Source: an optimization exercise on an open RTL-to-GDS flow (aim: small area, a short achievable clock period and few clock cycles). Production flows keep margins and buffers that such runs may drop. In this exercise RTL edits were held to simulation tests only and were not proved equivalent to the original. Power and IR drop assume default switching activity.

==> flow/config.mk <==
export PLATFORM = sky130hd
export DESIGN_NAME = pwe_encoder
export DESIGN_NICKNAME = pwe_encoder
export VERILOG_FILES = /design/flow/design.v
export SDC_FILE = /design/flow/constraint.sdc
export NUM_CORES = 4
export LEC_CHECK = 0
export CAP_MARGIN = 20
export CORE_MARGIN = 2
export CORE_UTILIZATION = 30
export GPL_TIMING_DRIVEN = 0
export PLACE_DENSITY = 0.5
export SETUP_SLACK_MARGIN = 3.2
export SLEW_MARGIN = 20
==> flow/flow/run.sh <==
#!/bin/bash
# Standard ORFS layout; the port buffers are the smallest buffer cell
# (buf_1) instead of the cell buffer_ports picks by default.
set -euo pipefail
bash standard.sh "BUFFER_PORTS_ARGS=-buffer_cell sky130_fd_sc_hd__buf_1" finish > orfs_make.log 2>&1
==> flow/constraint.sdc <==
create_clock -name core_clock -period 6.0 [get_ports {clk}]
set_input_delay 1.2000 -clock core_clock [delete_from_list [all_inputs] [get_ports {clk}]]
set_output_delay 1.2000 -clock core_clock [all_outputs]
set_load 0.01 [all_outputs]
==> flow/design.v <==
module pwe_encoder (
    input  wire         clk,
    input  wire         rst,
    input  wire         req_valid,
    output wire         req_ready,
    input  wire [15:0]  req_opcode,
    input  wire [15:0]  req_version,
    input  wire [31:0]  req_request_id,
    input  wire [31:0]  f_status,
    input  wire [31:0]  f_word,
    input  wire [31:0]  f_vnet_id,
    input  wire [15:0]  f_vlan_id,
    input  wire [15:0]  f_port,
    input  wire [7:0]   f_src_prefix_len,
    input  wire [7:0]   f_dst_prefix_len,
    input  wire [47:0]  f_mac,
    input  wire [47:0]  f_mac2,
    input  wire [127:0] f_ip,
    input  wire [127:0] f_ip2,
    output wire         tx_valid,
    input  wire         tx_ready,
    output wire [7:0]   tx_data,
    output wire         tx_last,
    output reg          ev_valid,
    output wire [7:0]   ev_code,
    output wire [15:0]  ev_opcode,
    output wire [31:0]  ev_request_id
);
    localparam [7:0] EV_ENCODE_UNKNOWN_OPCODE = 8'h05;
    reg [8:0] cls_r;
    wire op_hi0 = (req_opcode[15:4] == 12'd0);
    wire dcls_p = op_hi0 & ((req_opcode[3:0] == 4'h1) | (req_opcode[3:0] == 4'h2));
    wire dcls_c3 = op_hi0 & ((req_opcode[3:0] == 4'h3));
    wire dcls_c4 = op_hi0 & ((req_opcode[3:0] == 4'h4));
    wire dcls_c5 = op_hi0 & ((req_opcode[3:0] == 4'h5));
    wire dcls_c6 = op_hi0 & ((req_opcode[3:0] == 4'h6));
    wire dcls_c9 = op_hi0 & ((req_opcode[3:0] == 4'h9));
    wire dcls_cc = op_hi0 & ((req_opcode[3:0] == 4'hC));
    wire dcls_ce = op_hi0 & ((req_opcode[3:0] == 4'hE));
    wire dcls_cf = op_hi0 & ((req_opcode[3:0] == 4'hF));
    wire dknown = dcls_p | dcls_c3 | dcls_c4 | dcls_c5 | dcls_c6 | dcls_c9 | dcls_cc | dcls_ce | dcls_cf;
    wire [8:0] dcls = {dcls_p, dcls_c3, dcls_c4, dcls_c5, dcls_c6, dcls_c9, dcls_cc, dcls_ce, dcls_cf};
    wire cls_p = cls_r[8];
    wire cls_c3 = cls_r[7];
    wire cls_c4 = cls_r[6];
    wire cls_c5 = cls_r[5];
    wire cls_c6 = cls_r[4];
    wire cls_c9 = cls_r[3];
    wire cls_cc = cls_r[2];
    wire cls_ce = cls_r[1];
    wire cls_cf = cls_r[0];
    wire [5:0] psz = ({6{cls_p}} & 6'd0) | ({6{cls_c3}} & 6'd12) | ({6{cls_c4}} & 6'd20) | ({6{cls_c5}} & 6'd24) | ({6{cls_c6}} & 6'd28) | ({6{cls_c9}} & 6'd20) | ({6{cls_cc}} & 6'd4) | ({6{cls_ce}} & 6'd40) | ({6{cls_cf}} & 6'd46);
    reg        fresh;         
    reg        known_r;       
    reg        ev_p;          
    reg [3:0]  fl;            
    reg [7:0]  fh;            
    reg        cfetch;        
    reg        cpend;         
    reg [15:0] hw_r;
    reg [31:0] crc;
    reg [3:0]  bcnt;          
    reg        hdr_done;      
    reg        bfull;         
    reg        blast;         
    reg        bsel;          
    reg [8:0]  q0, q1;        
    reg        q0v, q1v;
    reg        rdy;           
    wire h_0 = fl[0] & fh[0];
    wire h_1 = fl[1] & fh[0];
    wire h_2 = fl[2] & fh[0];
    wire h_3 = fl[3] & fh[0];
    wire h_4 = fl[0] & fh[1];
    wire h_5 = fl[1] & fh[1];
    wire h_6 = fl[2] & fh[1];
    wire h_7 = fl[3] & fh[1];
    wire h_8 = fl[0] & fh[2];
    wire h_9 = fl[1] & fh[2];
    wire h_10 = fl[2] & fh[2];
    wire h_11 = fl[3] & fh[2];
    wire h_12 = fl[0] & fh[3];
    wire h_13 = fl[1] & fh[3];
    wire h_14 = fl[2] & fh[3];
    wire h_15 = fl[3] & fh[3];
    wire h_16 = fl[0] & fh[4];
    wire h_17 = fl[1] & fh[4];
    wire h_18 = fl[2] & fh[4];
    wire h_19 = fl[3] & fh[4];
    wire h_20 = fl[0] & fh[5];
    wire h_21 = fl[1] & fh[5];
    wire h_22 = fl[2] & fh[5];
    wire h_23 = fl[3] & fh[5];
    wire h_24 = fl[0] & fh[6];
    wire h_25 = fl[1] & fh[6];
    wire h_26 = fl[2] & fh[6];
    wire h_27 = fl[3] & fh[6];
    wire h_28 = fl[0] & fh[7];
    wire h_29 = fl[1] & fh[7];
    wire h_30 = fl[2] & fh[7];
    wire h_31 = fl[3] & fh[7];
    wire at_last = (cls_p & h_7) | (cls_c3 & h_13) | (cls_c4 & h_17) | (cls_c5 & h_19) | (cls_c6 & h_21) | (cls_c9 & h_17) | (cls_cc & h_9) | (cls_ce & h_27) | (cls_cf & h_30);
    reg [35:0] sel_r;       
    wire [15:0] hw =
        ({16{sel_r[0]}} & req_version) |
        ({16{sel_r[1]}} & req_opcode) |
        ({16{sel_r[2]}} & {10'd0, psz}) |
        ({16{sel_r[3]}} & req_request_id[31:16]) |
        ({16{sel_r[4]}} & req_request_id[15:0]) |
        ({16{sel_r[5]}} & f_mac[47:32]) |
        ({16{sel_r[6]}} & f_mac[31:16]) |
        ({16{sel_r[7]}} & f_mac[15:0]) |
        ({16{sel_r[8]}} & f_vnet_id[31:16]) |
        ({16{sel_r[9]}} & f_vnet_id[15:0]) |
        ({16{sel_r[10]}} & f_status[15:0]) |
        ({16{sel_r[11]}} & f_port) |
        ({16{sel_r[12]}} & f_ip[127:112]) |
        ({16{sel_r[13]}} & f_ip[111:96]) |
        ({16{sel_r[14]}} & f_ip[95:80]) |
        ({16{sel_r[15]}} & f_ip[79:64]) |
        ({16{sel_r[16]}} & f_ip[63:48]) |
        ({16{sel_r[17]}} & f_ip[47:32]) |
        ({16{sel_r[18]}} & f_ip[31:16]) |
        ({16{sel_r[19]}} & f_ip[15:0]) |
        ({16{sel_r[20]}} & f_word[31:16]) |
        ({16{sel_r[21]}} & f_word[15:0]) |
        ({16{sel_r[22]}} & f_status[31:16]) |
        ({16{sel_r[23]}} & f_vlan_id) |
        ({16{sel_r[24]}} & f_ip2[127:112]) |
        ({16{sel_r[25]}} & f_ip2[111:96]) |
        ({16{sel_r[26]}} & f_ip2[95:80]) |
        ({16{sel_r[27]}} & f_ip2[79:64]) |
        ({16{sel_r[28]}} & f_ip2[63:48]) |
        ({16{sel_r[29]}} & f_ip2[47:32]) |
        ({16{sel_r[30]}} & f_ip2[31:16]) |
        ({16{sel_r[31]}} & f_ip2[15:0]) |
        ({16{sel_r[32]}} & {f_src_prefix_len, f_dst_prefix_len}) |
        ({16{sel_r[33]}} & f_mac2[47:32]) |
        ({16{sel_r[34]}} & f_mac2[31:16]) |
        ({16{sel_r[35]}} & f_mac2[15:0]);
    function [31:0] crc32_byte;
        input [31:0] c;
        input [7:0]  b;
        integer i;
        reg [31:0] r;
        begin
            r = c ^ {24'd0, b};
            for (i = 0; i < 8; i = i + 1)
                r = r[0] ? ((r >> 1) ^ 32'hEDB88320) : (r >> 1);
            crc32_byte = r;
        end
    endfunction
    wire [31:0] crc_next = crc32_byte(crc32_byte(crc, hw_r[15:8]), hw_r[7:0]);
    wire [31:0] crc_fin  = ~crc;
    reg [7:0] hbyte;
    always @(*) begin
        case (bcnt)
            4'd0:  hbyte = req_version[15:8];
            4'd1:  hbyte = req_version[7:0];
            4'd3:  hbyte = {4'd0, req_opcode[3:0]};
            4'd7:  hbyte = {2'd0, psz};
            4'd8:  hbyte = req_request_id[31:24];
            4'd9:  hbyte = req_request_id[23:16];
            4'd10: hbyte = req_request_id[15:8];
            4'd11: hbyte = req_request_id[7:0];
            4'd12: hbyte = crc_fin[31:24];
            4'd13: hbyte = crc_fin[23:16];
            4'd14: hbyte = crc_fin[15:8];
            4'd15: hbyte = crc_fin[7:0];
            default: hbyte = 8'd0;
        endcase
    end
    wire crc_ok   = ~cfetch & ~cpend;
    wire hdr_ok   = ~bcnt[3] | ~bcnt[2] | crc_ok;        
    wire space    = ~q1v;
    wire push_h   = known_r & space & ~hdr_done & hdr_ok;
    wire push_b   = known_r & space & hdr_done & bfull;
    wire push     = push_h | push_b;
    wire last_h   = cls_p & (bcnt == 4'd15);
    wire last_b   = bsel & blast;
    wire [8:0] pbyte = hdr_done ? {last_b, bsel ? hw_r[7:0] : hw_r[15:8]} : {last_h, hbyte};
    wire bfet     = ~cfetch & ~cls_p & ~blast & (~bfull | push_b & bsel);
    wire pop      = q0v & tx_ready;
    wire finish   = rdy | ev_valid;
    wire adv      = req_valid | ~fresh;                  
    assign req_ready = rdy | ev_valid;
    assign tx_valid  = q0v;
    assign tx_data   = q0[7:0];
    assign tx_last   = q0[8];
    assign ev_code       = EV_ENCODE_UNKNOWN_OPCODE;
    assign ev_opcode     = hw_r;
    assign ev_request_id = crc;
    always @(posedge clk) begin
        if (fresh)
            cls_r <= dcls;
        if (cfetch | bfet)
            hw_r <= hw;
        if (fresh)
            crc <= req_request_id | {32{dknown}};
        else if (cpend & known_r)
            crc <= crc_next;
        if (q1v) begin
            if (pop)
                q0 <= q1;
        end else if (push & (pop | ~q0v)) begin
            q0 <= pbyte;
        end else if (push) begin
            q1 <= pbyte;
        end
    end
    reg        fresh_n, known_n, ev_p_n, ev_n, cfetch_n, cpend_n;
    reg        hdr_done_n, bfull_n, blast_n, bsel_n, q0v_n, q1v_n;
    reg [3:0]  fl_n, bcnt_n;
    reg [7:0]  fh_n;
    always @(*) begin
        fresh_n    = fresh;
        known_n    = known_r;
        ev_p_n     = fresh & req_valid & ~dknown;
        ev_n       = ev_p;
        fl_n       = fl;
        fh_n       = fh;
        cfetch_n   = cfetch;
        cpend_n    = cpend;
        bcnt_n     = bcnt;
        hdr_done_n = hdr_done;
        bfull_n    = bfull;
        blast_n    = blast;
        bsel_n     = bsel;
        q0v_n      = q0v;
        q1v_n      = q1v;
        if (q1v) begin
            if (pop)
                q1v_n = 1'b0;
        end else if (push & (pop | ~q0v)) begin
            q0v_n = 1'b1;
        end else if (push) begin
            q1v_n = 1'b1;
        end else if (pop) begin
            q0v_n = 1'b0;
        end
        if (finish) begin
            fresh_n    = 1'b1;
            known_n    = 1'b0;
            fl_n       = 4'b0001;
            fh_n       = 8'b00000001;
            cfetch_n   = 1'b1;
            cpend_n    = 1'b0;
            bcnt_n     = 4'd0;
            hdr_done_n = 1'b0;
            bfull_n    = 1'b0;
            blast_n    = 1'b0;
            bsel_n     = 1'b0;
        end else begin
            if (fresh & req_valid) begin
                fresh_n = 1'b0;
                known_n = dknown;
            end
            cpend_n = cfetch & adv;
            if (cfetch & adv) begin
                if (~fresh & at_last) begin
                    cfetch_n = 1'b0;
                    fl_n     = 4'b0001;
                    fh_n     = 8'b00000100;
                end else begin
                    fl_n = {fl[2:0], fl[3]};
                    if (fl[3])
                        fh_n = {fh[6:0], fh[7]};
                end
            end
            if (bfet) begin
                fl_n    = {fl[2:0], fl[3]};
                if (fl[3])
                    fh_n = {fh[6:0], fh[7]};
                bfull_n = 1'b1;
                blast_n = at_last;
            end else if (push_b & bsel)
                bfull_n = 1'b0;
            if (push_h) begin
                bcnt_n = bcnt + 4'd1;
                if (bcnt == 4'd15)
                    hdr_done_n = 1'b1;
            end
            if (push_b)
                bsel_n = ~bsel;
        end
        if (rst) begin
            fresh_n    = 1'b1;
            known_n    = 1'b0;
            ev_p_n     = 1'b0;
            ev_n       = 1'b0;
            fl_n       = 4'b0001;
            fh_n       = 8'b00000001;
            cfetch_n   = 1'b1;
            cpend_n    = 1'b0;
            bcnt_n     = 4'd0;
            hdr_done_n = 1'b0;
            bfull_n    = 1'b0;
            blast_n    = 1'b0;
            bsel_n     = 1'b0;
            q0v_n      = 1'b0;
            q1v_n      = 1'b0;
        end
    end
    wire rdy_n = known_n & ~q1v_n &
                 (~hdr_done_n & cls_p & (bcnt_n == 4'd15) & ~cfetch_n & ~cpend_n |
                  hdr_done_n & bfull_n & bsel_n & blast_n);
    wire hn_0 = fl_n[0] & fh_n[0];
    wire hn_1 = fl_n[1] & fh_n[0];
    wire hn_2 = fl_n[2] & fh_n[0];
    wire hn_3 = fl_n[3] & fh_n[0];
    wire hn_4 = fl_n[0] & fh_n[1];
    wire hn_5 = fl_n[1] & fh_n[1];
    wire hn_6 = fl_n[2] & fh_n[1];
    wire hn_7 = fl_n[3] & fh_n[1];
    wire hn_8 = fl_n[0] & fh_n[2];
    wire hn_9 = fl_n[1] & fh_n[2];
    wire hn_10 = fl_n[2] & fh_n[2];
    wire hn_11 = fl_n[3] & fh_n[2];
    wire hn_12 = fl_n[0] & fh_n[3];
    wire hn_13 = fl_n[1] & fh_n[3];
    wire hn_14 = fl_n[2] & fh_n[3];
    wire hn_15 = fl_n[3] & fh_n[3];
    wire hn_16 = fl_n[0] & fh_n[4];
    wire hn_17 = fl_n[1] & fh_n[4];
    wire hn_18 = fl_n[2] & fh_n[4];
    wire hn_19 = fl_n[3] & fh_n[4];
    wire hn_20 = fl_n[0] & fh_n[5];
    wire hn_21 = fl_n[1] & fh_n[5];
    wire hn_22 = fl_n[2] & fh_n[5];
    wire hn_23 = fl_n[3] & fh_n[5];
    wire hn_24 = fl_n[0] & fh_n[6];
    wire hn_25 = fl_n[1] & fh_n[6];
    wire hn_26 = fl_n[2] & fh_n[6];
    wire hn_27 = fl_n[3] & fh_n[6];
    wire hn_28 = fl_n[0] & fh_n[7];
    wire hn_29 = fl_n[1] & fh_n[7];
    wire hn_30 = fl_n[2] & fh_n[7];
    wire hn_31 = fl_n[3] & fh_n[7];
    wire [8:0] cls_n = fresh ? dcls : cls_r;
    wire cn_p = cls_n[8];
    wire cn_c3 = cls_n[7];
    wire cn_c4 = cls_n[6];
    wire cn_c5 = cls_n[5];
    wire cn_c6 = cls_n[4];
    wire cn_c9 = cls_n[3];
    wire cn_cc = cls_n[2];
    wire cn_ce = cls_n[1];
    wire cn_cf = cls_n[0];
    wire [35:0] sel_n;
    assign sel_n[0] = hn_0;
    assign sel_n[1] = hn_1;
    assign sel_n[2] = hn_3;
    assign sel_n[3] = hn_4;
    assign sel_n[4] = hn_5;
    assign sel_n[5] = (cn_c3 & hn_8) | (cn_c6 & hn_10) | (cn_cf & hn_16);
    assign sel_n[6] = (cn_c3 & hn_9) | (cn_c6 & hn_11) | (cn_cf & hn_17);
    assign sel_n[7] = (cn_c3 & hn_10) | (cn_c6 & hn_12) | (cn_cf & hn_18);
    assign sel_n[8] = (cn_c3 & hn_12) | (cn_c5 & hn_18) | (cn_ce & hn_8) | (cn_cf & hn_12);
    assign sel_n[9] = (cn_c3 & hn_13) | (cn_c5 & hn_19) | (cn_ce & hn_9) | (cn_cf & hn_13);
    assign sel_n[10] = (cn_c4 & hn_8) | (cn_c6 & hn_9) | (cn_cc & hn_9) | (cn_cf & hn_9);
    assign sel_n[11] = (cn_c4 & hn_9) | (cn_c6 & hn_13) | (cn_cf & hn_22);
    assign sel_n[12] = (cn_c4 & hn_10) | (cn_c5 & hn_8) | (cn_c6 & hn_14) | (cn_c9 & hn_10) | (cn_ce & hn_12) | (cn_cf & hn_23);
    assign sel_n[13] = (cn_c4 & hn_11) | (cn_c5 & hn_9) | (cn_c6 & hn_15) | (cn_c9 & hn_11) | (cn_ce & hn_13) | (cn_cf & hn_24);
    assign sel_n[14] = (cn_c4 & hn_12) | (cn_c5 & hn_10) | (cn_c6 & hn_16) | (cn_c9 & hn_12) | (cn_ce & hn_14) | (cn_cf & hn_25);
    assign sel_n[15] = (cn_c4 & hn_13) | (cn_c5 & hn_11) | (cn_c6 & hn_17) | (cn_c9 & hn_13) | (cn_ce & hn_15) | (cn_cf & hn_26);
    assign sel_n[16] = (cn_c4 & hn_14) | (cn_c5 & hn_12) | (cn_c6 & hn_18) | (cn_c9 & hn_14) | (cn_ce & hn_16) | (cn_cf & hn_27);
    assign sel_n[17] = (cn_c4 & hn_15) | (cn_c5 & hn_13) | (cn_c6 & hn_19) | (cn_c9 & hn_15) | (cn_ce & hn_17) | (cn_cf & hn_28);
    assign sel_n[18] = (cn_c4 & hn_16) | (cn_c5 & hn_14) | (cn_c6 & hn_20) | (cn_c9 & hn_16) | (cn_ce & hn_18) | (cn_cf & hn_29);
    assign sel_n[19] = (cn_c4 & hn_17) | (cn_c5 & hn_15) | (cn_c6 & hn_21) | (cn_c9 & hn_17) | (cn_ce & hn_19) | (cn_cf & hn_30);
    assign sel_n[20] = (cn_c5 & hn_16) | (cn_c9 & hn_8) | (cn_cf & hn_10);
    assign sel_n[21] = (cn_c5 & hn_17) | (cn_c9 & hn_9) | (cn_cf & hn_11);
    assign sel_n[22] = (cn_c6 & hn_8) | (cn_cc & hn_8) | (cn_cf & hn_8);
    assign sel_n[23] = (cn_ce & hn_10) | (cn_cf & hn_14);
    assign sel_n[24] = (cn_ce & hn_20);
    assign sel_n[25] = (cn_ce & hn_21);
    assign sel_n[26] = (cn_ce & hn_22);
    assign sel_n[27] = (cn_ce & hn_23);
    assign sel_n[28] = (cn_ce & hn_24);
    assign sel_n[29] = (cn_ce & hn_25);
    assign sel_n[30] = (cn_ce & hn_26);
    assign sel_n[31] = (cn_ce & hn_27);
    assign sel_n[32] = (cn_cf & hn_15);
    assign sel_n[33] = (cn_cf & hn_19);
    assign sel_n[34] = (cn_cf & hn_20);
    assign sel_n[35] = (cn_cf & hn_21);
    always @(posedge clk)
        sel_r <= sel_n;
    always @(posedge clk) begin
        fresh    <= fresh_n;
        known_r  <= known_n;
        ev_p     <= ev_p_n;
        ev_valid <= ev_n;
        fl       <= fl_n;
        fh       <= fh_n;
        cfetch   <= cfetch_n;
        cpend    <= cpend_n;
        bcnt     <= bcnt_n;
        hdr_done <= hdr_done_n;
        bfull    <= bfull_n;
        blast    <= blast_n;
        bsel     <= bsel_n;
        q0v      <= q0v_n;
        q1v      <= q1v_n;
        rdy      <= rdy_n;
    end
endmodule
==> flow/standard.sh <==
#!/bin/bash
# synth_recipe.tcl (not shown) runs the flow's synth.tcl, then flattens the netlist and writes it again
# the make line also repeats each setting of config.mk as NAME=value (left out here)
make -C /OpenROAD-flow-scripts/flow DESIGN_CONFIG=/design/flow/config.mk WORK_HOME=/design/flow/orfs CLKGATE_MAP_FILE= SYNTH_SCRIPT=/design/flow/synth_recipe.tcl "${@:-finish}"
==> run notes, run 1 <==
- Final core utilization: 43.48%
- Synthesized instance count: 1241
- Maxcap violations: 0
- Final Critical Period: 2.944 ns
- Cell row count: 70
- Largest fanout on the critical path: 10
- Vias/cell: 6.672
- Dpl cells: between 2000 and 2500
- Setup Skew: between 0.01 and 0.015 ns
- Most frequent cells in the layout: buf_1, a22oi_1, nor2_1, clkbuf_1, xnor2_1
- Share of cells above drive strength 1: 13.15%
- First-pass GRT wire length: 133900 µm
- CTS tree: done
- Vias: between 15000 and 20000
- Clock buffer count from CTS: 17
- Slew at the pin with the worst max-slew slack: 1.328 ns
- Largest net degree at the start of global routing: 18
- Htree depth: 4
- Worst-path clk slew: roughly 0.070 ns
- Static Leak: 5.215 nW
- Period utilization: 49.07%
- Drt first pass iters: 8
- Pwr dens: 742.7 nW/µm²
- Peak supply drop: 0.8259 mV
- DRT iter0 DRCs: 2517
- Port Buffer Count: 619
- R2r worst-path depth: 6
- Gr usage total: 52.63%
- Status: complete, no violations
- CTS Buffer Depth: 2
- Die width: 195.6 µm
- Post-synth top flop: dfxtp_1
- Synthesis warning total: 1
- Vias in the first global route: 15230
- Clock root buffer: clkbuf_16
- Drt wl/cell: 42.81 µm
- DRC Markers: 0
- Setup ws final: 3.056 ns
- Die area: 38270 µm²
- Ports: 632
- Critical path capture point type: flip-flop
- Max_slew headroom: 11.44%
- Post-synth EDFFs: 67
- Worst skew pair latency: about 0.46 ns
- Post-DRT Antenna Nets: 0
- Synthesis-to-finish area growth: 43.46%
- Hold_buf cts: 0
- Finish-stage setup viols: 0
- Setup TNS: 0 ns
- Final wirelength: 103900 µm
- Final std cells w/o fill: 2426
- Final hold vios: 0
- Initial antenna violation count: 6
- Syn avg cell area: 8.876 µm²
- Die H: 195.6 µm
- CP startpoint kind: flip-flop
- RSZ-0062 raised after global routing: true
- Cell variety after synth: 67
- Setup slack at placement: 1.799 ns
- Crit Path Category: flip-flop to flip-flop
- Register area share after synthesis: 31.53%
- Cells on Worst Hold Path: 1
- Post-detail-place hpwl: 86100 µm
- Hold WC Path Type: flip-flop to flip-flop
- Max Fclk: 0.3397 GHz
- Total grt overflow: 0
- #FFs+latches synth: 140
- Critical path required time: 6.19 ns
- CP arrival: 3.14 ns
- Tot Pwr: between 10 and 15 mW
- Mapped Area: 11020 µm²
- Routability Congestion: 1.114
- Commonest non-fill, non-tap cell in the layout: buf_1
- Sink Count: 140
- Final slew viol count: 0
- Async S/R FF share, synth: 0%
- # nets final: 2510
- Initial Utilization: between 30% and 40%
- Core area: 36350 µm²
kinds of logic (layout without fill, tap and decap cells):
logic type                 after synthesis  after routing  synth area share, %
AOI/OAI and AO/OA                      477            477                32.62
muxes                                   27             27                2.658
xor gates and xnor gates               139            139                13.70
and+or+nand+nor                        306            306                13.63
adders and majority gates                5              5               0.5679
buffers and inverters                  145            852                5.225
other                                    2             12              0.06818
DFF                                    140            140                31.53
critical path, stage by stage, from the launching register on:
cell and delay (ns):
dfxtp_1 0.30, clkbuf_1 0.38, clkbuf_1 0.57, a22oi_1 0.34, nand4_1 0.37, nor4_2 0.59
nand2_1 0.10
state kept, by name, summed over array words and instances (netlist names), 4 cells and up:
register  count
bcnt          4
sel_r        36
hw_r         16
fh            8
crc          32
q0            9
q1            9
fl            4
cls_r         9
cell type report:
class | instances | area (µm²)
Inverter | 29 | 110.1
Clock buffer | 18 | 429.2
Antenna cell | 4 | 10.01
Clock inverter | 14 | 160.2
Multi-Input combinational cell | 962 | 7699
Fill cell | 3805 | 20540
Timing Repair Buffer | 675 | 2811
Tap cell | 468 | 585.6
Sequential cell | 140 | 3478
Buffer | 116 | 519.2
routing by layer:
layer	GRT usage (%)	vias to the layer above	part of all wire, %
met5	0	-	0.017
met4	49.31	2	12
met3	14.37	358	11
met2	78.35	1504	42
met1	61.21	8007	35
li1	-	6315	-
worst paths after layout:
| kind | startpoint | end | slack (ns) |
|---|---|---|---|
| hold / removal | ev_p$_SDFF_PP0_ | ev_valid$_SDFF_PP0_ | 0.44 |
| setup / recovery | sel_r[5]$_DFF_P_ | hw_r[8]$_DFFE_PP_ | 3.06 |
| hold reg to reg | ev_p$_SDFF_PP0_ | ev_valid$_SDFF_PP0_ | 0.44 |
| setup reg to reg | sel_r[5]$_DFF_P_ | hw_r[8]$_DFFE_PP_ | 3.06 |
power by group:
group          switching, mW  total [mW]  internal, mW
clock network          0.506        1.13         0.621
logic                   4.61        9.04          4.44
registers              0.254        1.57          1.31
stage by stage:
stage                     area (µm²)  hold WS, ns
final                          15800       0.4373
after global routing           15800       0.4563
after CTS                      15560       0.4421
after detailed placement       14010       0.4289
after global placement         13970       0.4218
after floorplan                11060       0.4138
what timing repair did:
item                       4_1_cts  5_1_grt
setup endpoints to repair      132       50
buffers inserted                48        6
pin swaps                       22        9
gates resized for setup        122       42
cell usage after synthesis (all sizes together), types with 3 or more instances:
cell    number  area share, %
a22oi      218             15
clkbuf     102            3.5
xnor2      102            9.1
nor2        87            3.0
dfxtp       73             13
edfxtp      67             18
nand2       55            1.9
nand4       54            3.1
o21ai       46            2.1
a22o        43            3.4
nand3       36            1.6
xor2        30            3.1
a221oi      29            2.3
a21oi       27            1.2
inv         27           0.92
a222oi      24            2.2
mux2        18            1.8
nor4        17           0.97
nor3        16           0.73
o22ai       15           0.85
buf         14           0.76
and2        12           0.68
a32oi       11           0.87
o22a        10           0.80
mux2i        9           0.82
nor2b        9           0.51
a31oi        8           0.45
nand2b       8           0.45
o221ai       8           0.64
o211ai       6           0.41
ha           5           0.57
a32o         4           0.36
or3          4           0.23
xnor3        4           0.84
a221o        3           0.27
o21a         3           0.20
o311ai       3           0.24
xor3         3           0.66
Testbench counts, summed over its fixed seeds: cycles 147,057.
==> inputs of run 2 (changes only) <==
--- a/flow/config.mk
+++ b/flow/config.mk
@@ -8,7 +8,6 @@
 export CAP_MARGIN = 20
 export CORE_MARGIN = 2
 export CORE_UTILIZATION = 30
-export GPL_TIMING_DRIVEN = 0
-export PLACE_DENSITY = 0.5
+export PLACE_DENSITY = 0.4
 export SETUP_SLACK_MARGIN = 3.2
 export SLEW_MARGIN = 20
==> run 2 against run 1 <==
- still clean on timing, DRC and antenna
- non-clock buffer count fell by 73
- count of clock-buffer cells in the layout rose by 1
- via count is 3.6% lower
- sequential power about the same
- routed wire length fell by 5.2%
- global-route usage fell by 3.0 points
- setup slack better by 0.071 ns
==> run notes, run 2 <==
- Status: complete, no violations
- Sink Count: 140 (unchanged)
- Vias: 15600 (-3.6%)
- Pwr dens: 727.5 nW/µm² (-2.0%)
- Max_slew headroom: 22.21% (+11 points)
- Initial Utilization: 30.31% (unchanged)
- Hold slack: 0.4441 ns (+0.006818 ns)
- Maxcap violations: 0 (unchanged)
- Post-synthesis xor/xnor area fraction: 13.70% (unchanged)
- Most flop-heavy register: sel_r
- Peak supply drop: 0.7387 mV (-11%)
- Clock buffer count from CTS: 17 (unchanged)
- Post-detail-place hpwl: 80240 µm (-6.8%)
- Htree depth: 4 (unchanged)
- Synthesis warning total: 1 (unchanged)
- Hold WC Path Type: flip-flop to flip-flop
- Register area share after synthesis: 31.53% (unchanged)
- Largest fanout on the critical path: 3 (-7)
- Cell area after layout: 15360 µm² (-2.8%)
- Reg2Reg Setup Slack: 3.13 ns (+0.07 ns)
- First-pass GRT wire length: 127200 µm (-5.0%)
- Main combinational cell family by area after synthesis: compound AO/OA/AOI/OAI gates
- Critical path required time: 6.15 ns (-0.04 ns)
- CP arrival: 3.03 ns (-0.11 ns)
- Slew at the pin with the worst max-slew slack: 1.165 ns (-0.1632 ns)
- Final hold vios: 0 (unchanged)
- Worst skew pair latency: 0.44 ns (-0.02 ns)
- Max Fclk: 0.3480 GHz (+2.5%)
- Vias/cell: 6.627 (-0.67%)
- #FFs+latches synth: 140 (unchanged)
- Final Critical Period: 2.873 ns (-0.07077 ns)
- Mapped Area: 11020 µm² (unchanged)
- Most common cell in the synthesized netlist: a22oi_1
- Share of cells above drive strength 1: 12.92% (-0.23 points)
- Hold_buf cts: 0 (unchanged)
- Adder-cell share of the synthesized area: 0.5679% (unchanged)
- Routability Congestion: 1.077 (-3.4%)
- DRC Markers: 0 (unchanged)
- Post-synth EDFFs: 67 (unchanged)
- RSZ-0062 raised after global routing: true
- Worst-path clk slew: 0.08 ns (about the same)
- Setup TNS: 0 ns (unchanged)
- R2r worst-path depth: 8 (+2)
- Synth top area cells: edfxtp_1, a22oi_1, dfxtp_1
- Period utilization: 47.89% (-1.2 points)
- Setup Skew: 0.01546 ns (+0.004540 ns)
- Simple-Gate Fraction of Synth Area: 13.63% (unchanged)
- Post-DRT Antenna Nets: 0 (unchanged)
- Critical-path cell list: xnor2_1, xnor2_1, xor2_4, buf_4, xnor2_2, xnor2_1, xnor2_1, mux2i_1
- Finish-stage setup viols: 0 (unchanged)
- Most frequent CP cell: xnor2_1
- Synth Area in Compound Gates: 32.62% (unchanged)
- Mux contribution to synthesized area: 2.658% (unchanged)
- Cell row count: 70 (unchanged)
- Largest net degree at the start of global routing: 69 (+51)
- Gr usage total: 49.66% (-3.0 points)
- Final slew viol count: 0 (unchanged)
- Top Registers: sel_r: 36 flops, crc: 32 flops, hw_r: 16 flops
- Area of placed instances: 13850 µm² (-1.1%)
- Drt first pass iters: 11 (+3)
- CTS tree: done
- Worst setup endpoint: crc[19]$_DFFE_PP_
- Cell variety after synth: 67 (unchanged)
- Synth top cells by count: a22oi_1, clkbuf_1, xnor2_1
- Async S/R FF share, synth: 0% (unchanged)
- Slowest CP cell: edfxtp_1
- FF-to-FF End: crc[19]$_DFFE_PP_
- Cell taking the most area after synthesis: edfxtp_1
- Final wirelength: 98510 µm (-5.2%)
- Static Leak: 5.079 nW (-2.6%)
- CP startpoint kind: flip-flop
- Post-synth top flop: dfxtp_1
- Setup slack at placement: 2.108 ns (+0.3087 ns)
- # nets final: 2437 (-2.9%)
- Critical path capture point type: flip-flop
- Setup ws final: 3.127 ns (+0.07077 ns)
- Initial antenna violation count: 13 (+7)
- Synthesis-to-finish area growth: 39.40%
- Most frequent cells in the layout: buf_1, a22oi_1, buf_4, nor2_1, xnor2_1
- Syn avg cell area: 8.876 µm² (unchanged)
- Die area: 38270 µm² (unchanged)
- Ports: 632 (unchanged)
- RR Startpoint: hw_r[3]$_DFFE_PP_
- Commonest non-fill, non-tap cell in the layout: buf_1
- Clock root buffer: clkbuf_16
- Max FFs per register: 36 (unchanged)
- Vias in the first global route: 14190 (-6.8%)
- Crit Path Category: flip-flop to flip-flop
- Max incr delay on CP: 0.53 ns (-0.06 ns)
- DRT iter0 DRCs: 2338 (-7.1%)
- Port Buffer Count: 623 (+0.65%)
- Top cell type's share of synthesized area: 18.26% (unchanged)
- CP startpoint: hw_r[3]$_DFFE_PP_
- Fillers: 3819 (+0.37%)
- CTS Buffer Depth: 2 (unchanged)
- Core area: 36350 µm² (unchanged)
- Die H: 195.6 µm (unchanged)
- Drt wl/cell: 41.85 µm (-2.2%)
- Synthesized instance count: 1241 (unchanged)
- Total grt overflow: 0 (unchanged)
- Die width: 195.6 µm (unchanged)
[run 2: cell count changes in the layout (fill, tap and decap cells not counted), sizes merged]
cell      before  now
diode          4    5
clkinvlp       1    3
buf          693  717
clkbuf       116   20
clkinv         8    4
inv           32   35
bufinv         2    0
[run 2: logic make-up (layout without fill, tap and decap cells)]
group                    count (synthesis)  count (layout)
other                                    2              13
multiplexers                            27              27
adder cells (fa/ha/maj)                  5               5
AO/OA/AOI/OAI                          477             477
flip-flops                             140             140
buffers and inverters                  145             779
XOR/XNOR                               139             139
AND/OR/NAND/NOR                        306             306
[run 2: worst min path at each step]
stage | startpoint | to | slack (ns) | cells after the start
finish | ev_p$_SDFF_PP0_ | ev_valid$_SDFF_PP0_ | 0.44 | 1
global route | ev_p$_SDFF_PP0_ | ev_valid$_SDFF_PP0_ | 0.47 | 1
CTS | ev_p$_SDFF_PP0_ | ev_valid$_SDFF_PP0_ | 0.44 | 1
detailed placement | ev_p$_SDFF_PP0_ | ev_valid$_SDFF_PP0_ | 0.42 | 1
global placement | ev_p$_SDFF_PP0_ | ev_valid$_SDFF_PP0_ | 0.42 | 1
floorplan | ev_p$_SDFF_PP0_ | ev_valid$_SDFF_PP0_ | 0.41 | 1
[run 2: per-layer routing]
| layer | global-route usage, % | share of wire [%] | vias up |
|---|---|---|---|
| met5 | 0 | 0.064 | - |
| met3 | 12.40 | 11 | 342 |
| met1 | 59.37 | 36 | 7617 |
| met4 | 44.53 | 11 | 10 |
| met2 | 73.77 | 42 | 1467 |
| li1 | - | - | 6165 |
[run 2: area by class of cell]
type / count / area (µm²) / area share (%)
clock buffers: 19 / 454.2 / 2.958
repair buffers: 718 / 3080 / 20.06
flip-flops and latches: 140 / 3487 / 22.71
inverters: 29 / 117.6 / 0.7659
well taps: 468 / 585.6 / 3.813
diodes: 5 / 12.51 / 0.08148
clock inverters: 13 / 115.1 / 0.7496
multi-input cells: 962 / 7503 / 48.86
[run 2: through the flow]
step	instances	total power, mW	utilization, %
finish	2354	11.17	42.25
global route	2350	11.50	42.22
CTS	2322	10.70	41.16
detailed placement	2265	8.621	38.10
global placement	2265	8.651	38.09
floorplan	1247	6.747	-
[run 2: repair_timing]
action | 4_1_cts | 5_1_grt
buffers inserted | 25 | 27
pin swaps | 15 | 13
gates resized for setup | 61 | 35
endpoints found under the setup margin | 97 | 68
endpoints found under the hold margin | 0 | 0
[run 2: critical path, delay by kind of cell (launching register included)]
kind,cells,cell delay (ns)
xor+xnor,6,1.76
flops,1,0.53
buf+inv,1,0.19
mux,1,0.10
[run 2: power breakdown]
part	leakage [nW]	total [mW]	internal, mW	switching [mW]
Combinational	3.53	8.48	4.09	4.40
Sequential	1.26	1.58	1.31	0.267
Clock	0.281	1.11	0.573	0.535
==> inputs of run 3 (changes only) <==
==> flow/config.mk (replaced) <==
export PLATFORM = sky130hd
export DESIGN_NAME = pwe_encoder
export DESIGN_NICKNAME = pwe_encoder
export VERILOG_FILES = /design/flow/design.v
export SDC_FILE = /design/flow/constraint.sdc
export NUM_CORES = 4
export LEC_CHECK = 0
export CAP_MARGIN = 5
export CORE_MARGIN = 2
export CORE_UTILIZATION = 30
export PLACE_DENSITY = 0.5
export SETUP_SLACK_MARGIN = 3.2
export SLEW_MARGIN = 5
==> run 3 against run 2 <==
- maximum frequency up 0.86%
- clock power hardly changed
- area after synthesis unchanged
- sequential share of layout area down 0.19 points
- first-iteration DRC count down 1.2%
- register-to-register slack improved by 0.02 ns
- sequential power about the same
- synthesized cell count stayed put
- critical endpoint unchanged
- largest power group unchanged
==> run notes, run 3 <==
- Period utilization: 47.48% (-0.41 points)
- Top Registers: sel_r: 36 flops, crc: 32 flops, hw_r: 16 flops
- Cell row count: 70 (unchanged)
- CP arrival: 3.01 ns (-0.02 ns)
- Port Buffer Count: 623 (unchanged)
- Drt wl/cell: 40.34 µm (-3.6%)
- Max_slew headroom: 9.279% (-13 points)
- Most flop-heavy register: sel_r
- Cell area after layout: 15470 µm² (+0.73%)
- CTS tree: done
- #FFs+latches synth: 140 (unchanged)
- Clock root buffer: clkbuf_16
- Finish-stage setup viols: 0 (unchanged)
- Max Fclk: 0.3510 GHz (+0.86%)
- Vias in the first global route: 14230 (+0.27%)
- Clk pwr share: 9.5% (-0.4 points)
- Static Leak: 5.105 nW (+0.50%)
- Synthesis-to-finish area growth: 40.42%
- Core area: 36350 µm² (unchanged)
- Commonest non-fill, non-tap cell in the layout: buf_1
- Tot Pwr: 11.57 mW (+3.6%)
- DRT iter0 DRCs: 2310 (-1.2%)
- CTS Buffer Depth: 2 (unchanged)
- Logic pwr share: 77.1% (+1.2 points)
- Async S/R FF share, synth: 0% (unchanged)
- Area of placed instances: 13780 µm² (-0.49%)
- Die H: 195.6 µm (unchanged)
- Synth top area cells: edfxtp_1, a22oi_1, dfxtp_1
- # nets final: 2437 (unchanged)
- Max FFs per register: 36 (unchanged)
- Setup Skew: 0.02368 ns (+0.008221 ns)
- Synthesis warning total: 1 (unchanged)
- Largest fanout on the critical path: 5 (+2)
- Initial Utilization: 30.31% (unchanged)
- Routability Congestion: 1.098 (+2.0%)
- Crit Path Category: flip-flop to flip-flop
- Die area: 38270 µm² (unchanged)
- Total grt overflow: 0 (unchanged)
- Pwr dens: 747.9 nW/µm² (+2.8%)
- Gr usage total: 48.39% (-1.3 points)
- Post-DRT Antenna Nets: 0 (unchanged)
- Ports: 632 (unchanged)
- Reg2Reg Setup Slack: 3.15 ns (+0.02 ns)
- Drt first pass iters: 9 (-2)
- Cell taking the most area after synthesis: edfxtp_1
- NetSw: 5.378 mW (+3.5%)
- Worst-path clk slew: 0.07 ns (about the same)
- Initial antenna violation count: 33 (+20)
- Setup TNS: 0 ns (unchanged)
- Final hold vios: 0 (unchanged)
- Status: complete, no violations
- Synthesized instance count: 1241 (unchanged)
- Maxcap violations: 0 (unchanged)
- Setup slack at placement: 2.271 ns (+0.1639 ns)
- Most frequent cells in the layout: buf_1, a22oi_1, buf_4, nor2_1, xnor2_1
- Vias: 15490 (-0.73%)
- Setup ws final: 3.151 ns (+0.02455 ns)
- Post-synth EDFFs: 67 (unchanged)
- Cell Int Power: 6.191 mW (+3.6%)
- Vias/cell: 6.526 (-1.5%)
- DRC Markers: 0 (unchanged)
- CP startpoint kind: flip-flop
- Htree depth: 4 (unchanged)
- Hold WC Path Type: flip-flop to flip-flop
- Post-synth top flop: dfxtp_1
- Mapped Area: 11020 µm² (unchanged)
- Largest net degree at the start of global routing: 69 (unchanged)
- Register area share after synthesis: 31.53% (unchanged)
- Worst skew pair latency: 0.45 ns (about the same)
- Peak supply drop: 0.9774 mV (+32%)
- Post-detail-place hpwl: 78770 µm (-1.8%)
- Switching part of the total: 46.48% (about the same)
- Top cell type's share of synthesized area: 18.26% (unchanged)
- Share of cells above drive strength 1: 13.13% (+0.21 points)
- RSZ-0062 raised after global routing: true
- Sink Count: 140 (unchanged)
- Sequential Power Share: 13.5% (-0.6 points)
- Final Critical Period: 2.849 ns (-0.02455 ns)
- Critical path required time: 6.16 ns (about the same)
- Synth top cells by count: a22oi_1, clkbuf_1, xnor2_1
- Slew at the pin with the worst max-slew slack: 1.359 ns (+0.1938 ns)
- Final wirelength: 95720 µm (-2.8%)
- Most common cell in the synthesized netlist: a22oi_1
- Critical path capture point type: flip-flop
- Hold_buf cts: 0 (unchanged)
- Clock buffer count from CTS: 17 (unchanged)
- First-pass GRT wire length: 124200 µm (-2.4%)
- Die width: 195.6 µm (unchanged)
- Syn avg cell area: 8.876 µm² (unchanged)
- Final slew viol count: 0 (unchanged)
- Cell variety after synth: 67 (unchanged)
-- run 3: cell counts after synthesis --
Identical to the previous run, type by type.
-- run 3: layer usage --
layer	track usage (%)	share of wire [%]	wire length (µm)	vias to the layer above
li1	-	-	-	6198
met1	57.94	36	34210	7690
met2	71.06	43	40960	1299
met3	13.01	11	10940	292
met4	43.43	10	9563	8
met5	0	0.045	43	-
-- run 3: worst max-delay path: stages (launching register included) --
cell and delay, ns:
edfxtp_1 0.53, xnor2_4 0.40, xor3_2 0.66, xnor2_4 0.27
xnor3_1 0.35, xnor2_2 0.26, mux2i_1 0.10
-- run 3: area by class of cell --
class / instances / area (µm²)
fill: 3848 / 20880
multi-input combinational: 962 / 7506
sequential: 140 / 3483
timing repair buffer: 718 / 3146
tap: 468 / 585.6
clock buffer: 17 / 425.4
clock inverter: 15 / 148.9
inverter: 29 / 113.9
antenna: 24 / 60.06
-- run 3: per-stage QoR --
step                      hold slack [ns]  instances  util (%)
after floorplan                    0.4138       1247         -
after global placement             0.4180       2256     37.91
after detailed placement           0.4287       2256     37.91
after CTS                          0.4465       2312     41.01
after global routing               0.4616       2372     42.55
final                              0.4445       2373     42.56
-- run 3: cell families after synthesis --
family	synth area share, %
XOR/XNOR	13.70
buffers and inverters	5.225
flip-flops	31.53
multiplexers	2.658
other	0.06818
adder cells (fa/ha/maj)	0.5679
AO/OA/AOI/OAI	32.62
AND/OR/NAND/NOR	13.63
-- run 3: final timing paths --
path,startpoint,endpoint,depth (start not counted)
worst min-delay path,ev_p$_SDFF_PP0_,ev_valid$_SDFF_PP0_,1
worst min register to register,ev_p$_SDFF_PP0_,ev_valid$_SDFF_PP0_,1
worst max register to register,hw_r[12]$_DFFE_PP_,crc[19]$_DFFE_PP_,6
worst max-delay path,hw_r[12]$_DFFE_PP_,crc[19]$_DFFE_PP_,6
-- run 3: timing repair --
action,4_1_cts,5_1_grt
endpoints found under the setup margin,103,59
resized for setup,63,34
setup buffers,24,37
pin swaps,13,12
-- run 3: power groups by stage --
stage | clock network (mW) | logic (mW) | registers [mW]
floorplan | 0 | 5.23 | 1.52
global placement | 0 | 7.15 | 1.56
detailed placement | 0 | 7.14 | 1.56
CTS | 1.08 | 8.30 | 1.55
global route | 1.12 | 9.29 | 1.57
finish | 1.09 | 8.91 | 1.56
==> inputs of run 4 (changes only) <==
--- a/flow/design.v
+++ b/flow/design.v
@@ -301,7 +301,7 @@
             q1v_n      = 1'b0;
         end
     end
-    wire rdy_n = known_n & ~q1v_n &
+    wire rdy_n = known_r & ~finish & ~rst & ~q1v_n &
                  (~hdr_done_n & cls_p & (bcnt_n == 4'd15) & ~cfetch_n & ~cpend_n |
                   hdr_done_n & bfull_n & bsel_n & blast_n);
     wire hn_0 = fl_n[0] & fh_n[0];
@@ -336,16 +336,15 @@
     wire hn_29 = fl_n[1] & fh_n[7];
     wire hn_30 = fl_n[2] & fh_n[7];
     wire hn_31 = fl_n[3] & fh_n[7];
-    wire [8:0] cls_n = fresh ? dcls : cls_r;
-    wire cn_p = cls_n[8];
-    wire cn_c3 = cls_n[7];
-    wire cn_c4 = cls_n[6];
-    wire cn_c5 = cls_n[5];
-    wire cn_c6 = cls_n[4];
-    wire cn_c9 = cls_n[3];
-    wire cn_cc = cls_n[2];
-    wire cn_ce = cls_n[1];
-    wire cn_cf = cls_n[0];
+    wire cn_p = cls_r[8];
+    wire cn_c3 = cls_r[7];
+    wire cn_c4 = cls_r[6];
+    wire cn_c5 = cls_r[5];
+    wire cn_c6 = cls_r[4];
+    wire cn_c9 = cls_r[3];
+    wire cn_cc = cls_r[2];
+    wire cn_ce = cls_r[1];
+    wire cn_cf = cls_r[0];
     wire [35:0] sel_n;
     assign sel_n[0] = hn_0;
     assign sel_n[1] = hn_1;
--- a/flow/config.mk
+++ b/flow/config.mk
@@ -5,9 +5,9 @@
 export SDC_FILE = /design/flow/constraint.sdc
 export NUM_CORES = 4
 export LEC_CHECK = 0
-export CAP_MARGIN = 5
+export CAP_MARGIN = 20
 export CORE_MARGIN = 2
 export CORE_UTILIZATION = 30
 export PLACE_DENSITY = 0.5
 export SETUP_SLACK_MARGIN = 3.2
-export SLEW_MARGIN = 5
+export SLEW_MARGIN = 20
==> run 4 against run 3 <==
- flip-flop and latch count is the same
- sequential power about the same
- hold slack got worse by 0.0057 ns
- critical endpoint is now hw_r[6]$_DFFE_PP_
==> run notes, run 4 <==
- Critical path required time: 6.18 ns (+0.02 ns)
- Maxcap violations: 0 (unchanged)
- Final core utilization: 41.81% (-0.75 points)
- Crit path buf inv count: 1 (+1)
- Commonest non-fill, non-tap cell in the layout: buf_1
- Max_slew headroom: 9.277% (about the same)
- Period utilization: 48.28% (+0.80 points)
- Initial antenna violation count: 13 (-61%)
- DRT iter0 DRCs: 2514 (+8.8%)
- Die H: 195.9 µm (+0.13%)
- Most common cell in the synthesized netlist: a22oi_1
- Clk pwr share: 10.3% (+0.8 points)
- Vias/cell: 6.609 (+1.3%)
- Sequential Power Share: 14.2% (+0.7 points)
- Setup ws final: 3.103 ns (-0.04811 ns)
- Htree depth: 4 (unchanged)
- Dpl cells: 2236 (-0.89%)
- DRC Markers: 0 (unchanged)
- Setup slack at placement: 2.420 ns (+0.1483 ns)
- CP arrival: 3.07 ns (+0.06 ns)
- NetSw: 5.033 mW (-6.4%)
- Worst-path clk slew: 0.07 ns (about the same)
- Port Buffer Count: 623 (unchanged)
- Async S/R FF share, synth: 0% (unchanged)
- # nets final: 2404 (-1.4%)
- Core area: 36430 µm² (+0.24%)
- Fillers: 3928 (+2.1%)
- RSZ-0062 raised after global routing: true
- Peak supply drop: 0.6427 mV (-34%)
- Critical-path cell list: buf_1, a22oi_1, nand4_1, nor4_1, nand2_1
- Drt first pass iters: 8 (-1)
- Post-DRT Antenna Nets: 0 (unchanged)
- Largest net degree at the start of global routing: 48 (-30%)
- Setup TNS: 0 ns (unchanged)
- Drt wl/cell: 42.82 µm (+6.2%)
- Switching part of the total: 45.04% (-1.4 points)
- Tot Pwr: 11.17 mW (-3.4%)
- Status: complete, no violations
- Slowest CP cell: nor4_1
- Crit Path Category: input port to flip-flop
- First-pass GRT wire length: 127800 µm (+2.9%)
- Synth top cells by count: a22oi_1, clkbuf_1, xnor2_1
- Synthesized instance count: 1224 (-1.4%)
- Hold slack: 0.4387 ns (-0.005747 ns)
- Cell variety after synth: 71 (+6.0%)
- Vias: 15350 (-0.92%)
- Final Critical Period: 2.897 ns (+0.04811 ns)
- Final slew viol count: 0 (unchanged)
- Cell taking the most area after synthesis: edfxtp_1
- Post-synth EDFFs: 75 (+12%)
- Sink Count: 140 (unchanged)
- Top cell type's share of synthesized area: 20.39% (+2.1 points)
- Reg2Reg Setup Slack: 3.19 ns (+0.04 ns)
- Vias in the first global route: 14400 (+1.2%)
- Pwr dens: 733.6 nW/µm² (-1.9%)
- Max FFs per register: 36 (unchanged)
- Post-synth top flop: edfxtp_1
- Die area: 38370 µm² (+0.27%)
- Final std cells w/o fill: 2322 (-2.1%)
- Logic pwr share: 75.5% (-1.6 points)
- Mapped Area: 11050 µm² (+0.27%)
- Final hold vios: 0 (unchanged)
- Synthesis-to-finish area growth: 37.90%
- Routability Congestion: 1.071 (-2.5%)
- Worst skew pair latency: 0.46 ns (about the same)
- Slew at the pin with the worst max-slew slack: 1.361 ns (+0.001888 ns)
- CP startpoint kind: input port
- Static Leak: 5.120 nW (+0.30%)
- Hold WC Path Type: flip-flop to flip-flop
- Cell row count: 70 (unchanged)
- Setup Skew: 0.01643 ns (-0.007247 ns)
- Cell area after layout: 15230 µm² (-1.5%)
- Synth top area cells: edfxtp_1, a22oi_1, dfxtp_1
- Synthesis warning total: 1 (unchanged)
- Cell Int Power: 6.141 mW (-0.81%)
- Final wirelength: 99440 µm (+3.9%)
- Total grt overflow: 0 (unchanged)
- Max incr delay on CP: 0.92 ns (+0.26 ns)
- Ports: 632 (unchanged)
- Area of placed instances: 13810 µm² (+0.19%)
- Initial Utilization: 30.32% (about the same)
- Syn avg cell area: 9.024 µm² (+1.7%)
- Top Registers: sel_r: 36 flops, crc: 32 flops, hw_r: 16 flops
- Die width: 195.9 µm (+0.13%)
- CTS tree: done
- Register area share after synthesis: 32.17% (+0.64 points)
- Clock buffer count from CTS: 17 (unchanged)
- Top delay family on crit path: simple AND/OR/NAND/NOR gates
- Share of cells above drive strength 1: 11.90% (-1.2 points)
- Most flop-heavy register: sel_r
- CTS Buffer Depth: 2 (unchanged)
- Max Fclk: 0.3452 GHz (-1.7%)
- Gr usage total: 50.29% (+1.9 points)
- Critical path capture point type: flip-flop
- Largest fanout on the critical path: 3 (-2)
- Post-detail-place hpwl: 81780 µm (+3.8%)
- Most frequent cells in the layout: buf_1, a22oi_1, buf_4, xnor2_1, edfxtp_1
- Finish-stage setup viols: 0 (unchanged)
- Clock root buffer: clkbuf_16
- #FFs+latches synth: 140 (unchanged)
## run 4: changes by cell type in the layout (fill, tap and decap cells not counted), moves of 8 or more
cell,change
and3_1,+18
nand2_1,+10
diode_2,-18
edfxtp_1,+8
nor2_1,-31
dfxtp_1,-8
## run 4: path summary, 6_finish.rpt
kind,start,end,cells past startpoint
worst max-delay path,req_request_id[6],hw_r[6]$_DFFE_PP_,5
worst min-delay path,ev_p$_SDFF_PP0_,ev_valid$_SDFF_PP0_,1
worst min register to register,ev_p$_SDFF_PP0_,ev_valid$_SDFF_PP0_,1
worst max register to register,hw_r[12]$_DFFE_PP_,crc[19]$_DFFE_PP_,7
## run 4: logic make-up (layout without fill, tap and decap cells)
kind of cell             Yosys count  count (layout)  synth area share [%]
AO/OA/AOI/OAI                    471             471                 31.90
AND/OR/NAND/NOR                  298             298                 13.75
buffers and inverters            148             766                 5.335
XOR/XNOR                         140             140                 14.09
flip-flops                       140             140                 32.17
multiplexers                      20              20                 2.118
adder cells (fa/ha/maj)            5               5                0.5664
other                              2              14               0.06799
## run 4: power by group through the flow
stage	registers, mW	clock network (mW)	logic (mW)
3_3_place_gp	1.60	0	7.20
3_5_place_dp	1.59	0	7.15
2_1_floorplan	1.52	0	5.43
6_report	1.59	1.15	8.44
4_1_cts	1.59	1.14	7.77
5_1_grt	1.58	1.18	8.85
## run 4: cell type report
type,instances,area (µm²),area share (%)
multi-input cells,942,7336,48.16
flip-flops and latches,140,3563,23.39
repair buffers,709,3025,19.86
well taps,468,585.6,3.844
clock buffers,19,442.9,2.908
clock inverters,13,162.7,1.068
inverters,25,101.3,0.6654
diodes,6,15.01,0.09857
## run 4: repair_timing
action,4_1_cts,5_1_grt
setup endpoints to repair,109,82
hold buffers,0,0
pin swaps,12,12
buffers inserted,25,23
gates resized for setup,45,29
## run 4: worst reg2reg max path: stages, from the launching register on
cell      delay (ns)
edfxtp_1        0.54
xnor2_4         0.39
xnor2_4         0.23
xor3_2          0.53
xor2_4          0.27
xnor3_1         0.43
nor2_1          0.10
a21oi_1         0.06
## run 4: routing by layer
layer	global-route usage, %	vias to the layer above	part of all wire (%)
li1	-	6079	-
met1	57.93	7488	34
met2	74.94	1402	42
met3	12.38	366	11
met4	50.73	10	13
met5	0	-	0.058
Testbench counts of run 4, summed over its fixed seeds: cycles 147,057.
==> inputs of run 5 (changes only) <==
--- a/flow/config.mk
+++ b/flow/config.mk
@@ -11,3 +11,4 @@
 export PLACE_DENSITY = 0.5
 export SETUP_SLACK_MARGIN = 3.2
 export SLEW_MARGIN = 20
+export TNS_END_PERCENT = 0
==> run 5 against run 4 <==
- cell count down 0.52%
- non-clock buffer count shrank 11
- clock skew down 0.0015 ns
==> run notes, run 5 <==
- Largest fanout on the critical path: 3 (unchanged)
- Synthesis-to-finish area growth: 35.26%
- Htree depth: 4 (unchanged)
- Final Critical Period: 3.058 ns (+0.1610 ns)
- Mapped Area: 11050 µm² (unchanged)
- Synth top area cells: edfxtp_1, a22oi_1, dfxtp_1
- Max Fclk: 0.3270 GHz (-5.3%)
- Post-synth top flop: edfxtp_1
- Vias: 15500 (+0.98%)
- Die H: 195.9 µm (unchanged)
- Period utilization: 50.96% (+2.7 points)
- Pwr dens: 709.4 nW/µm² (-3.3%)
- Peak supply drop: 0.6905 mV (+7.4%)
- Port Buffer Count: 623 (unchanged)
- Setup Skew: 0.01494 ns (-0.001491 ns)
- Largest net degree at the start of global routing: 39 (-19%)
- WHS Endpoint: ev_valid$_SDFF_PP0_
- Drt wl/cell: 43.20 µm (+0.88%)
- Cells on Worst Hold Path: 1 (unchanged)
- Cell taking the most area after synthesis: edfxtp_1
- Tot Pwr: 10.60 mW (-5.1%)
- Initial Utilization: 30.32% (unchanged)
- Clock buffer count from CTS: 17 (unchanged)
- Cell variety after synth: 71 (unchanged)
- Sequential Power Share: 15.0% (+0.8 points)
- Slew at the pin with the worst max-slew slack: 1.012 ns (-0.3492 ns)
- Cell Int Power: 5.644 mW (-8.1%)
- Critical path required time: 6.15 ns (-0.03 ns)
- Hold Crit Start: ev_p$_SDFF_PP0_
- Clk pwr share: 10.8% (+0.5 points)
- Register area share after synthesis: 32.17% (unchanged)
- R2r worst-path depth: 8 (+1)
- Total grt overflow: 0 (unchanged)
- Most flop-heavy register: sel_r
- Max_slew headroom: 32.56% (+23 points)
- Post-detail-place hpwl: 81760 µm (about the same)
- Core area: 36430 µm² (unchanged)
- Switching part of the total: 46.75% (+1.7 points)
- Drt first pass iters: 10 (+2)
- Top cell type's share of synthesized area: 20.39% (unchanged)
- Max FFs per register: 36 (unchanged)
- Critical path capture point type: flip-flop
- #FFs+latches synth: 140 (unchanged)
- Syn avg cell area: 9.024 µm² (unchanged)
- DRT iter0 DRCs: 2272 (-9.6%)
- Status: complete, no violations
- CTS Buffer Depth: 2 (unchanged)
- Final wirelength: 99800 µm (+0.36%)
- Ports: 632 (unchanged)
- Reg2Reg Setup Slack: 2.99 ns (-0.20 ns)
- Routability Congestion: 1.099 (+2.7%)
- Vias in the first global route: 14320 (-0.52%)
- Worst skew pair latency: 0.45 ns (about the same)
- Share of cells above drive strength 1: 10.23% (-1.7 points)
- Most common cell in the synthesized netlist: a22oi_1
- Worst-path clk slew: 0.06 ns (about the same)
- Maxcap violations: 0 (unchanged)
- Logic pwr share: 74.2% (-1.3 points)
- Die area: 38370 µm² (unchanged)
- Most frequent cells in the layout: buf_1, a22oi_1, xnor2_1, edfxtp_1, buf_4
- Final hold vios: 0 (unchanged)
- RSZ-0062 raised after global routing: true
- NetSw: 4.954 mW (-1.6%)
- Hold WC Path Type: flip-flop to flip-flop
- Cell row count: 70 (unchanged)
- Post-DRT Antenna Nets: 0 (unchanged)
- DRC Markers: 0 (unchanged)
- Clock root buffer: clkbuf_16
- FF-to-FF End: crc[17]$_DFFE_PP_
- Setup TNS: 0 ns (unchanged)
- CP arrival: 3.21 ns (+0.14 ns)
- Initial antenna violation count: 10 (-3)
- Final slew viol count: 0 (unchanged)
- Top Registers: sel_r: 36 flops, crc: 32 flops, hw_r: 16 flops
- First-pass GRT wire length: 127700 µm (about the same)
- CTS tree: done
- Synthesis warning total: 1 (unchanged)
- # nets final: 2393 (-0.46%)
- Static Leak: 4.978 nW (-2.8%)
- Crit Path Category: input port to flip-flop
- Vias/cell: 6.708 (+1.5%)
- CP startpoint kind: input port
- Gr usage total: 50.14% (-0.15 points)
- Sink Count: 140 (unchanged)
- Finish-stage setup viols: 0 (unchanged)
- RR Startpoint: hw_r[11]$_DFFE_PP_
- Synth top cells by count: a22oi_1, clkbuf_1, xnor2_1
- Die width: 195.9 µm (unchanged)
- Async S/R FF share, synth: 0% (unchanged)
- Post-synth EDFFs: 75 (unchanged)
- Synthesized instance count: 1224 (unchanged)
- Commonest non-fill, non-tap cell in the layout: buf_1
[run 5: cell counts after synthesis]
Identical to the previous run, type by type.
[run 5: worst max-delay path by stage]
stage / from / depth (start not counted) / to
floorplan: req_valid / 8 / sel_r[16]$_DFF_P_
global placement: req_opcode[11] / 8 / crc[28]$_DFFE_PP_
detailed placement: req_opcode[11] / 8 / crc[23]$_DFFE_PP_
CTS: crc[0]$_DFFE_PP_ / 7 / crc[17]$_DFFE_PP_
global route: hw_r[13]$_DFFE_PP_ / 7 / crc[19]$_DFFE_PP_
finish: req_request_id[28] / 6 / hw_r[12]$_DFFE_PP_
[run 5: repair_timing]
| action | in CTS | in global routing |
|---|---|---|
| pin swaps | 2 | 6 |
| gates resized for setup | 23 | 15 |
| hold buffers | 0 | 0 |
| endpoints found under the setup margin | 112 | 101 |
| setup buffers | 5 | 28 |
| cloned | 0 | 0 |
[run 5: worst max-delay path, cell delays in order]
cell and delay (ns):
buf_1 0.15, a22o_1 0.24, a221oi_1 0.79, nand3_1 0.14
nor4_1 0.48, nand2_1 0.21
[run 5: layer usage]
metal,GRT usage [%],vias up,wire (µm),share of wire [%]
li1,-,6052,-,-
met1,57.93,7665,35040,35
met2,73.28,1413,41820,42
met3,13.41,359,10630,11
met4,51.40,6,12270,12
met5,0,-,43,0.043
[run 5: logic make-up after synthesis]
kind of cell	Yosys count	synth area share (%)
AOI/OAI and AO/OA	471	31.90
xor gates and xnor gates	140	14.09
buffers and inverters	148	5.335
adders and majority gates	5	0.5664
and+or+nand+nor	298	13.75
muxes	20	2.118
other	2	0.06799
DFF	140	32.17
[run 5: metrics by stage]
stage | hold WS [ns] | cells | util, % | instance area, µm² | setup WS, ns
2_1_floorplan | 0.4138 | 1230 | - | 11090 | 3.179
3_3_place_gp | 0.4254 | 2239 | 37.95 | 13830 | 2.309
3_5_place_dp | 0.4272 | 2239 | 37.95 | 13830 | 2.298
4_1_cts | 0.4422 | 2276 | 40.11 | 14610 | 2.959
5_1_grt | 0.4594 | 2307 | 40.99 | 14930 | 2.980
6_report | 0.4457 | 2310 | 41.01 | 14940 | 2.942
[run 5: final cells by class]
cell class / count / area (µm²)
Sequential cell: 140 / 3558
Clock buffer: 23 / 543.0
Inverter: 25 / 112.6
Timing Repair Buffer: 698 / 2940
Clock inverter: 9 / 68.82
Multi-Input combinational cell: 942 / 7119
Antenna cell: 5 / 12.51
Fill cell: 3946 / 21490
Tap cell: 468 / 585.6
[run 5: power by group through the flow]
stage	clock network, mW	logic, mW	registers, mW
after global placement	0	7.29	1.59
after floorplan	0	5.44	1.52
after CTS	1.14	7.42	1.58
after global routing	1.18	8.19	1.59
final	1.14	7.87	1.59
after detailed placement	0	7.27	1.59
==> inputs of run 6 (changes only) <==
--- a/flow/config.mk
+++ b/flow/config.mk
@@ -7,8 +7,7 @@
 export LEC_CHECK = 0
 export CAP_MARGIN = 20
 export CORE_MARGIN = 2
-export CORE_UTILIZATION = 30
-export PLACE_DENSITY = 0.5
+export CORE_UTILIZATION = 34
+export PLACE_DENSITY = 0.7
 export SETUP_SLACK_MARGIN = 3.2
 export SLEW_MARGIN = 20
-export TNS_END_PERCENT = 0
==> run 6 against run 5 <==
- power increased by 7.3%
- routed wire length down 3.8%
- sequential share of layout area fell by 0.49 points
- clock power decreased by 4%
- clock skew is 0.0027 ns higher
- first-iteration DRC count increased by 33%
- cell count shrank 0.13%
==> run notes, run 6 <==
- Status: complete, no violations
- Share of cells above drive strength 1: 12.45% (+2.2 points)
- DRT iter0 DRCs: 3015 (+33%)
- Synth top area cells: edfxtp_1, a22oi_1, dfxtp_1
- Register area share after synthesis: 32.17% (unchanged)
- Commonest non-fill, non-tap cell in the layout: buf_1
- Most frequent cells in the layout: buf_1, a22oi_1, buf_4, xnor2_1, edfxtp_1
- Cell row count: 66 (-5.7%)
- DRC Markers: 0 (unchanged)
- Worst skew pair latency: 0.45 ns (about the same)
- Top delay family on crit path: simple AND/OR/NAND/NOR gates
- Cells on Worst Hold Path: 1 (unchanged)
- Initial Utilization: 34.21% (+3.9 points)
- R2r worst-path depth: 5 (-3)
- CP arrival: 3.14 ns (-0.07 ns)
- Core area: 32290 µm² (-11%)
- Critical path required time: 6.17 ns (+0.02 ns)
- Post-synth EDFFs: 75 (unchanged)
- RSZ-0062 raised after global routing: true
- Drt wl/cell: 41.62 µm (-3.7%)
- Clock buffer count from CTS: 17 (unchanged)
- Max incr delay on CP: 0.76 ns (-0.03 ns)
- Sink Count: 140 (unchanged)
- Top cell type's share of synthesized area: 20.39% (unchanged)
- Static Leak: 5.139 nW (+3.2%)
- Post-detail-place hpwl: 77820 µm (-4.8%)
- Die area: 33940 µm² (-12%)
- Die H: 184.2 µm (-5.9%)
- Htree depth: 4 (unchanged)
- Hold Crit Start: ev_p$_SDFF_PP0_
- Worst-path clk slew: 0.07 ns (about the same)
- Synth top cells by count: a22oi_1, clkbuf_1, xnor2_1
- Clock root buffer: clkbuf_16
- Pwr dens: 744.0 nW/µm² (+4.9%)
- Setup Skew: 0.01768 ns (+0.002738 ns)
- Max Fclk: 0.3365 GHz (+2.9%)
- Largest fanout on the critical path: 11 (+8)
- Syn avg cell area: 9.024 µm² (unchanged)
- Setup slack at placement: 2.356 ns (+0.05851 ns)
- Async S/R FF share, synth: 0% (unchanged)
- Vias in the first global route: 14400 (+0.53%)
- Most common cell in the synthesized netlist: a22oi_1
- Max_slew headroom: 19.11% (-13 points)
- Vias/cell: 6.871 (+2.4%)
- Vias: 15850 (+2.3%)
- Finish-stage setup viols: 0 (unchanged)
- Port Buffer Count: 623 (unchanged)
- Hold_buf cts: 0 (unchanged)
- CP startpoint kind: flip-flop
- Maxcap violations: 0 (unchanged)
- Final slew viol count: 0 (unchanged)
- Mapped Area: 11050 µm² (unchanged)
- Initial antenna violation count: 20 (+10)
- #FFs+latches synth: 140 (unchanged)
- Cell variety after synth: 71 (unchanged)
- Max FFs per register: 36 (unchanged)
- Peak supply drop: 0.6821 mV (-1.2%)
- # nets final: 2411 (+0.75%)
- Total grt overflow: 0 (unchanged)
- Final hold vios: 0 (unchanged)
- Gr usage total: 54.82% (+4.7 points)
- Slowest CP cell: a22oi_1
- Setup TNS: 0 ns (unchanged)
- Die width: 184.2 µm (-5.9%)
- Ports: 632 (unchanged)
- Post-DRT Antenna Nets: 0 (unchanged)
- Final wirelength: 96020 µm (-3.8%)
- Reg2Reg Setup Slack: 3.03 ns (+0.04 ns)
- CTS Buffer Depth: 2 (unchanged)
- First-pass GRT wire length: 122800 µm (-3.9%)
- Top Registers: sel_r: 36 flops, crc: 32 flops, hw_r: 16 flops
-- run 6: cells by family (layout without fill, tap and decap cells) --
group | Yosys count | in the layout | share of synthesized area [%]
flops | 140 | 140 | 32.17
compound gates | 471 | 471 | 31.90
other cells | 2 | 18 | 0.06799
fa+ha+maj | 5 | 5 | 0.5664
simple gates | 298 | 299 | 13.75
xor+xnor | 140 | 140 | 14.09
mux | 20 | 20 | 2.118
buf+inv | 148 | 772 | 5.335
-- run 6: area by class of cell --
class	instances	area (µm²)
Sequential cell	140	3567
Fill cell	3318	17000
Clock inverter	15	151.4
Tap cell	442	553.0
Timing Repair Buffer	715	3109
Clock buffer	17	425.4
Antenna cell	10	25.02
Multi-Input combinational cell	943	7362
Inverter	25	97.59
-- run 6: worst max-delay path by stage --
stage                       start           endpoint  slack, ns  depth (start not counted)
2_1_floorplan           req_valid  sel_r[16]$_DFF_P_       3.20                          8
3_3_place_gp       req_opcode[11]  crc[22]$_DFFE_PP_       2.38                          8
3_5_place_dp       req_opcode[11]  crc[15]$_DFFE_PP_       2.36                          8
4_1_cts         hw_r[8]$_DFFE_PP_  crc[13]$_DFFE_PP_       3.19                          8
5_1_grt        hw_r[11]$_DFFE_PP_  crc[28]$_DFFE_PP_       3.14                          8
6_report        sel_r[18]$_DFF_P_  hw_r[5]$_DFFE_PP_       3.03                          5
-- run 6: metal layers --
metal	global-route usage, %	share of wire (%)
met5	0.7407	0.10
met4	55.87	13
met3	20.55	14
met2	75.46	39
met1	63.42	33
-- run 6: through the flow --
stage                     area (µm²)  power (mW)  cells  utilization (%)  hold WS [ns]
final                          15290       11.38   2307            47.36        0.4631
after global routing           15290       11.79   2305            47.34        0.4891
after CTS                      14990       10.82   2286            46.42        0.4598
after detailed placement       13800       8.729   2214            42.75        0.4445
after global placement         13800       8.799   2214            42.75        0.4193
after floorplan                11090       6.956   1230                -        0.4138
-- run 6: power by group --
part           switching [mW]  internal (mW)  leakage, nW
logic                    4.39           4.32         3.58
clock network           0.505          0.585        0.268
registers               0.272           1.31         1.29
-- run 6: repair_timing --
| item | in CTS | in global routing |
|---|---|---|
| endpoints found under the hold margin | 0 | 0 |
| gates cloned | 0 | 1 |
| resized for setup | 46 | 32 |
| pin swaps | 13 | 13 |
| setup endpoints to repair | 124 | 90 |
| buffers inserted | 40 | 10 |

[what the ideal ports hide]
No port has a modelled driver above. Below, the same layouts with a new extraction and two added sets of constraints.
Step 1: set_driving_cell puts a clkbuf_16 on clk and a buf_2 on each other input, an assumption about the parent block.
Step 2 times the ports against the registers' clock, not the clock port: input delays grow and output delays shrink by t, the midpoint of the rising clock arrivals with the driver on.
Slacks: ideal ports / drivers / drivers and shift; pairs: ideal ports / drivers.
| run | t, ns | slack for setup (ns) |
|---|---|---|
| run 1 | 0.512 | 3.056 / 3.056 / 2.674 |
| run 2 | 0.491 | 3.127 / 3.127 / 2.674 |
| run 3 | 0.495 | 3.151 / 3.151 / 2.735 |
| run 4 | 0.514 | 3.103 / 3.144 / 2.629 |
| run 5 | 0.505 | 2.942 / 2.982 / 2.477 |
| run 6 | 0.494 | 3.029 / 3.029 / 2.564 |
After both steps every run listed still meets setup and hold.
